From an optimization exercise on the open Yosys and OpenROAD flow, aimed at small area, a short achievable clock period and few clock cycles; shortcuts taken in it are not production practice. In this exercise RTL edits were held to simulation tests only and were not proved equivalent to the original.

## the baseline
// fbe
module fbe (
    input  wire        clk,
    input  wire        rst,           
    input  wire        host_valid,
    output wire        host_ready,
    input  wire        host_write,
    input  wire [1:0]  host_size,     
    input  wire [15:0] host_addr,     
    input  wire [31:0] host_wdata,
    output reg         resp_valid,
    output reg  [31:0] resp_rdata,
    output reg         src_valid,
    output reg  [31:0] src_addr,
    input  wire        src_ready,
    input  wire [7:0]  src_data,
    output reg         sink_valid,
    output reg  [1:0]  sink_kind,     
    output reg  [7:0]  sink_data,
    input  wire        sink_ready
);
    localparam integer W  = 48;
    localparam integer H  = 32;
    localparam integer N  = W * H / 8;
    localparam [1:0] M_WHITE = 2'd0, M_BLACK = 2'd1, M_XOR = 2'd2, M_OR = 2'd3;
    localparam [7:0] OP_NOP = 8'h00, OP_CLEAR = 8'h01, OP_INVERT = 8'h02,
                     OP_SETPIXEL = 8'h03, OP_GETPIXEL = 8'h04, OP_LINE = 8'h05,
                     OP_HRUN = 8'h06, OP_VRUN = 8'h07, OP_RECT = 8'h08,
                     OP_FILLRECT = 8'h09, OP_CIRCLE = 8'h0A, OP_FILLCIRCLE = 8'h0B,
                     OP_BLIT = 8'h0C, OP_PRESENT = 8'h0D, OP_BACKLIGHT = 8'h0E;
    localparam integer S_IDLE  = 0,
                       S_WIN0  = 1,     
                       S_WIN1  = 2,     
                       S_GETP  = 3,
                       S_PRES  = 4,
                       S_FLUSH = 5,
                       S_BLS   = 6,
  ...
export LEC_CHECK = 0
export CAP_MARGIN = 30
export CELL_PAD_IN_SITES_DETAIL_PLACEMENT = 1
export CELL_PAD_IN_SITES_GLOBAL_PLACEMENT = 2
export CORE_MARGIN = 2
export CORE_UTILIZATION = 20
export PLACE_DENSITY = 0.3
export SLEW_MARGIN = 40
create_clock -name core_clock -period 16.0 [get_ports {clk}]
run.sh (not shown) runs the stock make flow with config.mk's settings and CLKGATE_MAP_FILE= SYNTH_SCRIPT=/design/flow/synth_recipe.tcl, a recipe that flattens the netlist after the stock synthesis.
Testbench counts of the baseline, summed over its fixed seeds: cycles 16,000.
Inputs modified between the baseline and the candidate:
Settings: setting ABC_CLOCK_PERIOD_IN_PS to 3000 for the first time.
Results
For final global-route overflow total, the candidate and the baseline come out practically identical.
[compare] base=the baseline new=the candidate: depth of the CTS H-tree saw little to no change; non-clock inverter total of the final layout saw little to no change.

---

Another version of the RTL of fbe (not shown whole).
Size in the first run: about 2200 flip-flops, roughly 140 I/O pins.
==> flow/design.v (excerpt) <==
module fbe (
    input  wire        clk,
    input  wire        rst,           
    input  wire        host_valid,
    output wire        host_ready,
    input  wire        host_write,
    input  wire [1:0]  host_size,     
    input  wire [15:0] host_addr,     
    input  wire [31:0] host_wdata,
    output reg         resp_valid,
    output reg  [31:0] resp_rdata,
    output reg         src_valid,
    output reg  [31:0] src_addr,
    input  wire        src_ready,
    input  wire [7:0]  src_data,
    output reg         sink_valid,
    output reg  [1:0]  sink_kind,     
    output reg  [7:0]  sink_data,
    input  wire        sink_ready
);
    localparam integer W  = 48;
    localparam integer H  = 32;
    localparam integer N  = W * H / 8;
    localparam [1:0] M_WHITE = 2'd0, M_BLACK = 2'd1, M_XOR = 2'd2, M_OR = 2'd3;
    localparam [7:0] OP_NOP = 8'h00, OP_CLEAR = 8'h01, OP_INVERT = 8'h02,
                     OP_SETPIXEL = 8'h03, OP_GETPIXEL = 8'h04, OP_LINE = 8'h05,
                     OP_HRUN = 8'h06, OP_VRUN = 8'h07, OP_RECT = 8'h08,
                     OP_FILLRECT = 8'h09, OP_CIRCLE = 8'h0A, OP_FILLCIRCLE = 8'h0B,
                     OP_BLIT = 8'h0C, OP_PRESENT = 8'h0D, OP_BACKLIGHT = 8'h0E;
    localparam integer S_IDLE  = 0,
                       S_WIN0  = 1,     
                       S_WIN1  = 2,     
                       S_GETP  = 3,
                       S_PRES  = 4,
                       S_FLUSH = 5,
                       S_BLS   = 6,
                       S_RECT2 = 7,
                       S_LSET  = 8,
                       S_LINE  = 9,
                       S_CW1   = 10,
                       S_CW2   = 11,
                       S_BSKIP = 12,
                       S_BRUN  = 13,
                       S_DONE  = 14,    
                       S_BS1   = 15,    
                       S_PST   = 16,    
                       S_BL0   = 17,    
                       S_FILL  = 18,    
                       S_DEC   = 19,    
                       S_GETP2 = 20,
                       NS      = 21;
    function [NS-1:0] go(input integer s);
        begin
            go = {NS{1'b0}};
            go[s] = 1'b1;
        end
    endfunction
    reg [31:0] arg0, arg1, arg2;
    reg [3:0]  flags;                
    reg        bl;
    reg        result;
  ...
Settings: LEC_CHECK=0, CAP_MARGIN=10, CELL_PAD_IN_SITES_DETAIL_PLACEMENT=1, CELL_PAD_IN_SITES_GLOBAL_PLACEMENT=2, CORE_MARGIN=2, CORE_UTILIZATION=20, CTS_CLUSTER_DIAMETER=80, CTS_CLUSTER_SIZE=40, PLACE_DENSITY=0.3, SLEW_MARGIN=10; clock period 16.0 ns.
The starting point completed without violations.
Testbench counts at the start, summed over its fixed seeds: cycles 16,632.
Next try:
- CAP_MARGIN: 10 -> 20
- CTS_CLUSTER_DIAMETER: 80 -> default
- CTS_CLUSTER_SIZE: 40 -> default
- SLEW_MARGIN: 10 -> 20
After rerunning: The new run completed without violations. Final cell count came out higher by 0.67%. Utilization came out higher by 0.41 points. Global-route usage came out higher by 0.10 points. Design area came out higher by 1.7%.

-- re-timing with driven ports --
No port has a modelled driver above. Below, the same layouts with a new extraction and two added sets of constraints.
Step 1 (the two cells are an assumption about what drives the block):
set clk [get_ports {clk}]
set_driving_cell -lib_cell sky130_fd_sc_hd__clkbuf_16 $clk
set_driving_cell -lib_cell sky130_fd_sc_hd__buf_2 [delete_from_list [all_inputs] $clk]
Step 2 moves the port delays by t, midway between the first and last clock arrival at a register: inputs arrive t later, outputs are due t later. That takes back most of the time a late clock gives input paths.
a / b / c = ideal ports / drivers / drivers and shift; a / b = the first two.
run | t, ns | slack for setup (ns) | hold WS [ns] | worst slew at a driven data input, ns
the baseline | 1.075 | 8.934 / 9.015 / 7.940 | 0.455 / 0.455 / 0.455 | 0.09
the candidate | 1.075 | 8.934 / 9.015 / 7.940 | 0.455 / 0.455 / 0.455 | 0.09
the first run of note 2 | 1.137 | 9.882 / 9.985 / 8.848 | 0.463 / 0.463 / 0.463 | 0.12
the second run of note 2 | 1.113 | 9.882 / 9.989 / 8.876 | 0.463 / 0.463 / 0.463 | 0.13
After both steps every run listed still meets setup and hold. For the first run of note 2, which loses most, drivers alone change the setup slack by +0.103 ns; drivers and shift together by -1.034 ns.
